What follows belongs to an exercise in optimizing a design on an open flow for small area and few clock cycles; a production flow would make more cautious choices. Only simulation tests tie the RTL to the original design; equivalence was not proved.

==> inputs of job 8261 <==
==> flow/design.v <==
module crc_framer (
  input  wire       clk,
  input  wire       rst,           
  input  wire       host_we,
  input  wire [9:0] host_addr,
  input  wire [7:0] host_wdata,
  output reg  [7:0] host_rdata,
  output wire       busy
);
  localparam integer K   = 16;            
  localparam integer KB  = 4;             
  localparam integer CB  = 6 - KB;        
  localparam [2:0] RS_NONE  = 3'd0;       
  localparam [2:0] RS_OK    = 3'd1;       
  localparam [2:0] RS_FATAL = 3'd2;       
  localparam [2:0] RS_BAD   = 3'd3;       
  localparam [2:0] RS_NOSES = 3'd4;       
  localparam [2:0] RS_RANGE = 3'd5;       
  function [15:0] crc16_byte;
    input [15:0] crc_in;
    input [7:0]  b;
    integer k;
    reg [15:0] c;
    begin
      c = crc_in;
      for (k = 0; k < 8; k = k + 1) begin
        if (b[k] != c[15]) c = {c[14:0], 1'b0} ^ 16'h8005;
        else               c = {c[14:0], 1'b0};
      end
      crc16_byte = c;
    end
  endfunction
  reg        run;                
  reg        fmode;              
  reg        op_check;           
  reg [7:0]  pos;                
  reg [15:0] crc_acc;            
  reg [7:0]  last_op;
  reg        fatal, reject;
  reg [2:0]  res;
  reg [7:0]  opcode, param1;
  reg [15:0] param2;
  reg [7:0]  data_len, rx_expect_len, rx_max_len;
  reg [6:0]  bus_addr;
  reg [31:0] exec_time;
  reg [7:0]  wake_cap, nak_cap;
  reg [7:0]  crc_len;
  reg        vlive;              
  reg        vreg;               
  reg [15:0] crc_result;
  reg [15:0] crc_expect;
  reg [6:0]  frame_len;          
  reg [7:0]  fh_op, fh_p1;       
  reg [15:0] fh_p2;
  reg [15:0] fcrc;
  reg [8*56-1:0] fpay;           
  reg [8*64-1:0] data_buf;
  assign busy = run;
  wire done = (res != RS_NONE);
  wire       wr     = host_we && !run;
  wire       wr_lo  = wr && host_addr[9:5] == 5'd0;
  wire       wr_cmd = wr_lo && host_addr[4:0] == 5'h00;
  wire       is_frame_cmd = (host_wdata == 8'h10);
  wire [7:0] wd = host_wdata & {8{~rst}};
  function wsel;
    input [4:0] a;
    wsel = wr_lo && host_addr[4:0] == a;
  endfunction
  wire [7:0]  opcode_n   = rst ? 8'd0 : wsel(5'h08) ? host_wdata : opcode;
  wire [7:0]  param1_n   = rst ? 8'd0 : wsel(5'h09) ? host_wdata : param1;
  wire [7:0]  p2lo_n     = rst ? 8'd0 : wsel(5'h0A) ? host_wdata : param2[7:0];
  wire [7:0]  p2hi_n     = rst ? 8'd0 : wsel(5'h0B) ? host_wdata : param2[15:8];
  wire [7:0]  data_len_n = rst ? 8'd0 : wsel(5'h0C) ? host_wdata : data_len;
  always @(posedge clk) begin
    opcode   <= opcode_n;
    param1   <= param1_n;
    param2   <= {p2hi_n, p2lo_n};
    data_len <= data_len_n;
    if (rst || wsel(5'h0D)) rx_expect_len    <= wd;
    if (rst || wsel(5'h0E)) rx_max_len       <= wd;
    if (rst || wsel(5'h0F)) bus_addr         <= wd[6:0];
    if (rst || wsel(5'h10)) exec_time[7:0]   <= wd;
    if (rst || wsel(5'h11)) exec_time[15:8]  <= wd;
    if (rst || wsel(5'h12)) exec_time[23:16] <= wd;
    if (rst || wsel(5'h13)) exec_time[31:24] <= wd;
    if (rst || wsel(5'h14)) wake_cap         <= wd;
    if (rst || wsel(5'h15)) nak_cap          <= wd;
    if (rst || wsel(5'h18)) crc_len          <= wd;
    if (rst || wsel(5'h1C)) crc_expect[7:0]  <= wd;
    if (rst || wsel(5'h1D)) crc_expect[15:8] <= wd;
    if (rst || wr_cmd)      last_op          <= wd;
  end
  genvar gi;
  generate
    for (gi = 0; gi < 64; gi = gi + 1) begin : g_data
      always @(posedge clk)
        if (rst || (wr && host_addr == 10'h100 + gi))
          data_buf[8*gi +: 8] <= wd;
    end
  endgenerate
  wire [CB-1:0]  csel  = run ? pos[5:KB] : host_addr[5:KB];
  wire           ctail = run && pos[7:6] != 2'b00;    
  reg  [8*K-1:0] chunk;
  integer ci;
  always @(*) begin
    chunk = {8*K{1'b0}};
    for (ci = 0; ci < 64 / K; ci = ci + 1)
      chunk = chunk | (data_buf[ci*(8*K) +: 8*K] & {8*K{csel == ci && !ctail}});
  end
  wire [8*K-1:0] edata = chunk;
  wire        emode_f = run ? fmode : host_wdata[4];
  wire [7:0]  elen    = emode_f ? data_len : crc_len;
  wire [7:0]  rem     = elen - pos;
  wire        last    = (rem <= K);
  wire [KB:0] cnt     = last ? rem[KB:0] : K[KB:0];
  wire [15:0] ein     = emode_f ? crc_acc : {16{run}} & crc_acc;
  reg [15:0] st [0:K];
  integer j;
  always @(*) begin
    st[0] = ein;
    for (j = 0; j < K; j = j + 1)
      st[j+1] = crc16_byte(st[j], edata[8*j +: 8]);
  end
  wire [15:0] eout = st[cnt];
  wire [15:0] sa = crc_acc;
  wire [15:0] m64;
  assign m64[0]  = sa[0] ^ sa[1] ^ sa[2] ^ sa[3] ^ sa[4] ^ sa[5] ^ sa[6] ^ sa[7] ^ sa[14] ^ sa[15];
  assign m64[1]  = sa[0] ^ sa[1] ^ sa[2] ^ sa[3] ^ sa[4] ^ sa[5] ^ sa[6] ^ sa[7] ^ sa[8] ^ sa[15];
  assign m64[2]  = sa[0] ^ sa[8] ^ sa[9] ^ sa[14] ^ sa[15];
  assign m64[3]  = sa[1] ^ sa[9] ^ sa[10] ^ sa[15];
  assign m64[4]  = sa[2] ^ sa[10] ^ sa[11];
  assign m64[5]  = sa[3] ^ sa[11] ^ sa[12];
  assign m64[6]  = sa[4] ^ sa[12] ^ sa[13];
  assign m64[7]  = sa[5] ^ sa[13] ^ sa[14];
  assign m64[8]  = sa[0] ^ sa[6] ^ sa[14] ^ sa[15];
  assign m64[9]  = sa[1] ^ sa[7] ^ sa[15];
  assign m64[10] = sa[2] ^ sa[8];
  assign m64[11] = sa[3] ^ sa[9];
  assign m64[12] = sa[4] ^ sa[10];
  assign m64[13] = sa[5] ^ sa[11];
  assign m64[14] = sa[6] ^ sa[12];
  assign m64[15] = sa[0] ^ sa[1] ^ sa[2] ^ sa[3] ^ sa[4] ^ sa[5] ^ sa[6] ^ sa[13] ^ sa[14] ^ sa[15];
  wire skip = ctail && rem > 8'd64;
  wire [15:0] crc_h_n = crc16_byte(crc16_byte(crc16_byte(crc16_byte(crc16_byte(
                          16'h0000, data_len_n + 8'd7), opcode_n), param1_n),
                          p2lo_n), p2hi_n);
  wire start_crc   = wr_cmd && (host_wdata == 8'h01 || host_wdata == 8'h02);
  wire start_frame = wr_cmd && is_frame_cmd && data_len <= 8'd56;
  wire go          = (start_crc || start_frame) && !last;
  always @(posedge clk) begin
    if (rst) begin
      run      <= 1'b0;
      fmode    <= 1'b0;
      op_check <= 1'b0;
      pos      <= 8'd0;
    end else if (run) begin
      if (last) begin
        run   <= 1'b0;
        fmode <= 1'b0;
        pos   <= 8'd0;
      end else begin
        pos   <= pos + (skip ? 8'd64 : K[7:0]);
      end
    end else if (go) begin
      run      <= 1'b1;
      fmode    <= host_wdata[4];
      op_check <= host_wdata[1];
      pos      <= K[7:0];
    end
  end
  always @(posedge clk) begin
    if (run && !last) crc_acc <= skip ? m64 : eout;
    else if (go)      crc_acc <= eout;
    else              crc_acc <= crc_h_n;
  end
  wire fin_crc   = run ? (last && !fmode) : (start_crc && last);
  wire fin_chk   = fin_crc && (run ? op_check : host_wdata[1]);
  wire fin_frame = run ? (last && fmode) : (start_frame && last);
  always @(posedge clk) begin
    if (rst || fin_crc) crc_result <= rst ? 16'd0 : eout;
  end
  wire rx_eq     = (crc_result == crc_expect);
  wire crc_valid = vlive ? rx_eq : vreg;
  wire vfreeze   = fin_crc || wsel(5'h1C) || wsel(5'h1D);
  always @(posedge clk) begin
    if (rst) begin
      vlive <= 1'b0;
      vreg  <= 1'b0;
    end else if (vfreeze) begin
      vreg  <= crc_valid;
      vlive <= fin_chk;
    end
    if (fin_frame)      fcrc       <= eout;
  end
  always @(posedge clk) begin
    if (rst) begin
      fatal     <= 1'b0;
      reject    <= 1'b0;
      res       <= RS_NONE;
      frame_len <= 7'd0;
    end else begin
      if (host_we && run)
        reject <= 1'b1;
      if (run) begin
        if (last) begin
          res <= RS_OK;
          if (fmode) frame_len <= data_len[6:0] + 7'd8;
        end
      end else if (wr_cmd) begin
        res       <= RS_NONE;
        frame_len <= 7'd0;
        case (host_wdata)
          8'h01, 8'h02: if (last) res <= RS_OK;
          8'h10: begin
            if (data_len > 8'd56) begin
              reject <= 1'b1;
              res    <= RS_RANGE;
            end else if (last) begin
              frame_len <= data_len[6:0] + 7'd8;
              res       <= RS_OK;
            end
          end
          8'h20: begin
            fatal <= 1'b1;
            res   <= RS_FATAL;
          end
          8'h21, 8'h22, 8'h23, 8'h24, 8'h30, 8'h31: begin
            reject <= 1'b1;
            res    <= RS_NOSES;
          end
          default: begin
            reject <= 1'b1;
            res    <= RS_BAD;
          end
        endcase
      end else if (wsel(5'h02) && host_wdata[0]) begin
        reject    <= 1'b0;
        res       <= RS_NONE;
        frame_len <= 7'd0;
      end
    end
  end
  always @(posedge clk) begin
    if (wr_cmd && is_frame_cmd) begin
      fh_op <= opcode;
      fh_p1 <= param1;
      fh_p2 <= param2;
      fpay  <= data_buf[8*56-1:0];
    end
  end
  wire [5:0] fa = host_addr[5:0];
  wire [8*64-1:0] fimg = {16'h0000, fpay, fh_p2, fh_p1, fh_op,
                          1'b0, frame_len - 7'd1, 8'h03};
  reg  [7:0] fbyte;
  integer fi;
  always @(*) begin
    fbyte = 8'h00;
    for (fi = 0; fi < 64; fi = fi + 1)
      fbyte = fbyte | (fimg[fi*8 +: 8] & {8{fa == fi}});
    if ({1'b0, fa} == frame_len - 7'd2) fbyte = fcrc[7:0];
    if ({1'b0, fa} == frame_len - 7'd1) fbyte = fcrc[15:8];
  end
  wire fvalid = ({1'b0, fa} < frame_len);
  reg [3:0] kind, reason;
  always @(*) begin
    case (res)
      RS_OK:    begin kind = 4'd1; reason = 4'd0;  end
      RS_FATAL: begin kind = 4'd6; reason = 4'd7;  end
      RS_BAD:   begin kind = 4'd8; reason = 4'd10; end
      RS_NOSES: begin kind = 4'd8; reason = 4'd11; end
      RS_RANGE: begin kind = 4'd8; reason = 4'd14; end
      default:  begin kind = 4'd0; reason = 4'd0;  end
    endcase
  end
  always @(*) begin
    host_rdata = 8'h00;
    case (host_addr[9:8])
      2'b00: begin
        case (host_addr[7:0])
          8'h00: host_rdata = last_op;
          8'h01: host_rdata = {3'b000, 1'b0, reject, fatal, done, busy};
          8'h03: host_rdata = {4'd0, kind};
          8'h06: host_rdata = {4'd0, reason};
          8'h08: host_rdata = opcode;
          8'h09: host_rdata = param1;
          8'h0A: host_rdata = param2[7:0];
          8'h0B: host_rdata = param2[15:8];
          8'h0C: host_rdata = data_len;
          8'h0D: host_rdata = rx_expect_len;
          8'h0E: host_rdata = rx_max_len;
          8'h0F: host_rdata = {1'b0, bus_addr};
          8'h10: host_rdata = exec_time[7:0];
          8'h11: host_rdata = exec_time[15:8];
          8'h12: host_rdata = exec_time[23:16];
          8'h13: host_rdata = exec_time[31:24];
          8'h14: host_rdata = wake_cap;
          8'h15: host_rdata = nak_cap;
          8'h16: host_rdata = {1'b0, frame_len};
          8'h18: host_rdata = crc_len;
          8'h19: host_rdata = {7'd0, crc_valid};
          8'h1A: host_rdata = crc_result[7:0];
          8'h1B: host_rdata = crc_result[15:8];
          8'h1C: host_rdata = crc_expect[7:0];
          8'h1D: host_rdata = crc_expect[15:8];
          default: host_rdata = 8'h00;
        endcase
      end
      2'b01: if (host_addr[7:6] == 2'b00) host_rdata = chunk[host_addr[KB-1:0]*8 +: 8];
      2'b11: if (host_addr[7:6] == 2'b00 && fvalid) host_rdata = fbyte;
      default: host_rdata = 8'h00;
    endcase
  end
endmodule
==> flow/run.sh <==
#!/bin/bash
# synth_recipe.tcl (not shown) runs the flow's synth.tcl, then flattens the netlist and writes it again
# the make line also repeats each setting of config.mk as NAME=value (left out here)
make -C /OpenROAD-flow-scripts/flow DESIGN_CONFIG=/design/flow/config.mk WORK_HOME=/design/flow/orfs CLKGATE_MAP_FILE= SYNTH_SCRIPT=/design/flow/synth_recipe.tcl finish
==> flow/config.mk <==
export PLATFORM = sky130hd
export DESIGN_NAME = crc_framer
export DESIGN_NICKNAME = crc_framer
export VERILOG_FILES = /design/flow/design.v
export SDC_FILE = /design/flow/constraint.sdc
export NUM_CORES = 4
export LEC_CHECK = 0
export CAP_MARGIN = 20
export CORE_MARGIN = 2
export CORE_UTILIZATION = 55
export CTS_CLUSTER_DIAMETER = 80
export CTS_CLUSTER_SIZE = 30
export SLEW_MARGIN = 20
==> flow/constraint.sdc <==
create_clock -name core_clock -period 10.0 [get_ports {clk}]
set_input_delay 2.0000 -clock core_clock [delete_from_list [all_inputs] [get_ports {clk}]]
set_output_delay 2.0000 -clock core_clock [all_outputs]
set_load 0.01 [all_outputs]
==> inputs of job 3581, as changes to job 8261 <==
--- a/flow/design.v
+++ b/flow/design.v
@@ -47,4 +47,3 @@
   reg [7:0]  crc_len;
-  reg        vlive;              
-  reg        vreg;               
+  reg        crc_valid;
   reg [15:0] crc_result;
@@ -101,11 +100,4 @@
   wire [CB-1:0]  csel  = run ? pos[5:KB] : host_addr[5:KB];
-  wire           ctail = run && pos[7:6] != 2'b00;    
-  reg  [8*K-1:0] chunk;
-  integer ci;
-  always @(*) begin
-    chunk = {8*K{1'b0}};
-    for (ci = 0; ci < 64 / K; ci = ci + 1)
-      chunk = chunk | (data_buf[ci*(8*K) +: 8*K] & {8*K{csel == ci && !ctail}});
-  end
-  wire [8*K-1:0] edata = chunk;
+  wire [8*K-1:0] chunk = data_buf[csel*(8*K) +: 8*K];
+  wire [8*K-1:0] edata = (pos[7:6] == 2'b00) ? chunk : {8*K{1'b0}};
   wire        emode_f = run ? fmode : host_wdata[4];
@@ -124,21 +116,2 @@
   wire [15:0] eout = st[cnt];
-  wire [15:0] sa = crc_acc;
-  wire [15:0] m64;
-  assign m64[0]  = sa[0] ^ sa[1] ^ sa[2] ^ sa[3] ^ sa[4] ^ sa[5] ^ sa[6] ^ sa[7] ^ sa[14] ^ sa[15];
-  assign m64[1]  = sa[0] ^ sa[1] ^ sa[2] ^ sa[3] ^ sa[4] ^ sa[5] ^ sa[6] ^ sa[7] ^ sa[8] ^ sa[15];
-  assign m64[2]  = sa[0] ^ sa[8] ^ sa[9] ^ sa[14] ^ sa[15];
-  assign m64[3]  = sa[1] ^ sa[9] ^ sa[10] ^ sa[15];
-  assign m64[4]  = sa[2] ^ sa[10] ^ sa[11];
-  assign m64[5]  = sa[3] ^ sa[11] ^ sa[12];
-  assign m64[6]  = sa[4] ^ sa[12] ^ sa[13];
-  assign m64[7]  = sa[5] ^ sa[13] ^ sa[14];
-  assign m64[8]  = sa[0] ^ sa[6] ^ sa[14] ^ sa[15];
-  assign m64[9]  = sa[1] ^ sa[7] ^ sa[15];
-  assign m64[10] = sa[2] ^ sa[8];
-  assign m64[11] = sa[3] ^ sa[9];
-  assign m64[12] = sa[4] ^ sa[10];
-  assign m64[13] = sa[5] ^ sa[11];
-  assign m64[14] = sa[6] ^ sa[12];
-  assign m64[15] = sa[0] ^ sa[1] ^ sa[2] ^ sa[3] ^ sa[4] ^ sa[5] ^ sa[6] ^ sa[13] ^ sa[14] ^ sa[15];
-  wire skip = ctail && rem > 8'd64;
   wire [15:0] crc_h_n = crc16_byte(crc16_byte(crc16_byte(crc16_byte(crc16_byte(
@@ -161,3 +134,3 @@
       end else begin
-        pos   <= pos + (skip ? 8'd64 : K[7:0]);
+        pos   <= pos + K[7:0];
       end
@@ -171,3 +144,3 @@
   always @(posedge clk) begin
-    if (run && !last) crc_acc <= skip ? m64 : eout;
+    if (run && !last) crc_acc <= eout;
     else if (go)      crc_acc <= eout;
@@ -180,14 +153,3 @@
     if (rst || fin_crc) crc_result <= rst ? 16'd0 : eout;
-  end
-  wire rx_eq     = (crc_result == crc_expect);
-  wire crc_valid = vlive ? rx_eq : vreg;
-  wire vfreeze   = fin_crc || wsel(5'h1C) || wsel(5'h1D);
-  always @(posedge clk) begin
-    if (rst) begin
-      vlive <= 1'b0;
-      vreg  <= 1'b0;
-    end else if (vfreeze) begin
-      vreg  <= crc_valid;
-      vlive <= fin_chk;
-    end
+    if (rst || fin_chk) crc_valid  <= !rst && (eout == crc_expect);
     if (fin_frame)      fcrc       <= eout;
@@ -251,10 +213,14 @@
   wire [5:0] fa = host_addr[5:0];
-  wire [8*64-1:0] fimg = {16'h0000, fpay, fh_p2, fh_p1, fh_op,
-                          1'b0, frame_len - 7'd1, 8'h03};
   reg  [7:0] fbyte;
-  integer fi;
-  always @(*) begin
-    fbyte = 8'h00;
-    for (fi = 0; fi < 64; fi = fi + 1)
-      fbyte = fbyte | (fimg[fi*8 +: 8] & {8{fa == fi}});
+  always @(*) begin
+    case (fa)
+      6'd0: fbyte = 8'h03;
+      6'd1: fbyte = {1'b0, frame_len - 7'd1};
+      6'd2: fbyte = fh_op;
+      6'd3: fbyte = fh_p1;
+      6'd4: fbyte = fh_p2[7:0];
+      6'd5: fbyte = fh_p2[15:8];
+      6'd62, 6'd63: fbyte = 8'h00;
+      default: fbyte = fpay[(fa - 6'd6)*8 +: 8];
+    endcase
     if ({1'b0, fa} == frame_len - 7'd2) fbyte = fcrc[7:0];
--- a/flow/config.mk
+++ b/flow/config.mk
@@ -9,5 +9,3 @@
 export CORE_MARGIN = 2
-export CORE_UTILIZATION = 55
-export CTS_CLUSTER_DIAMETER = 80
-export CTS_CLUSTER_SIZE = 30
+export CORE_UTILIZATION = 40
 export SLEW_MARGIN = 20
==> comparison table <==
Result of the run: job 8261 finished clean; job 3581 finished clean
Relative area of clock buffers and inverters in the final design: job 8261 2.68%; job 3581 5.96%
Highest attainable clock frequency: job 8261 103 MHz; job 3581 103 MHz
Row count: job 8261 120; job 3581 143
Num tapcells: job 8261 1403; job 3581 2030
Actual transition at the worst max-transition pin: job 8261 1.35 ns; job 3581 1.22 ns
Met2 Use GR: job 8261 70.5%; job 3581 46.3%
Worst-path clk slew: job 8261 0.12 ns; job 3581 0.06 ns
Post-route cell area: job 8261 0.0648 mm²; job 3581 0.0691 mm²
DP HPWL: job 8261 209000 µm; job 3581 176000 µm
Number of global-route vias before repair: job 8261 41.2k; job 3581 38.0k
Floorplan die height: job 8261 332 µm; job 3581 395 µm
Sequential Area: job 8261 0.0354 mm²; job 3581 0.0354 mm²
Routed via count: job 8261 45.4k; job 3581 40.1k
Synthesized area divided by synthesized cell count: job 8261 13.6 µm²; job 3581 14.7 µm²
Share of layout cells above drive strength 1: job 8261 13.3%; job 3581 17.6%
CP arrival: job 8261 7.71 ns; job 3581 7.68 ns
Met3 capacity usage during global routing: job 8261 18.7%; job 3581 6.33%
Complex-gate fraction of the synthesized area: job 8261 13.9%; job 3581 7.27%
Testbench counts of job 8261, summed over its fixed seeds: cycles 35,279.
Testbench counts of job 3581, summed over its fixed seeds: cycles 36,035.

-- what the ideal ports hide --
The flow's constraints put no driver on any port. The routed layouts listed below were extracted and timed again, unchanged, in two steps.
Step 1 sets driving cells, clkbuf_16 on the clock port and buf_2 on the other inputs (assumed; they add their load-dependent delay and slew).
Step 2 also shifts input and output timing later by t, the mid clock arrival at the registers, as if the neighbouring blocks saw the same clock.
a / b / c = ideal / step 1 / step 2; a / b = the first two.
run	t, ns	setup WS [ns]	worst setup path at the end	slew at the worst register clock pin (ns)	worst data-port slew with drivers (ns)
job 8261	0.805	0.293 / 0.258 / -0.149	input to register	0.12 / 0.12	0.04
job 3581	0.833	0.322 / 0.293 / -0.102	input to register	0.07 / 0.07	0.05
Met with ideal ports but missed after step 2: setup timing in job 8261 and job 3581. The setup slack of job 8261, which loses most, moves by -0.035 ns with the drivers and by -0.442 ns with both steps.
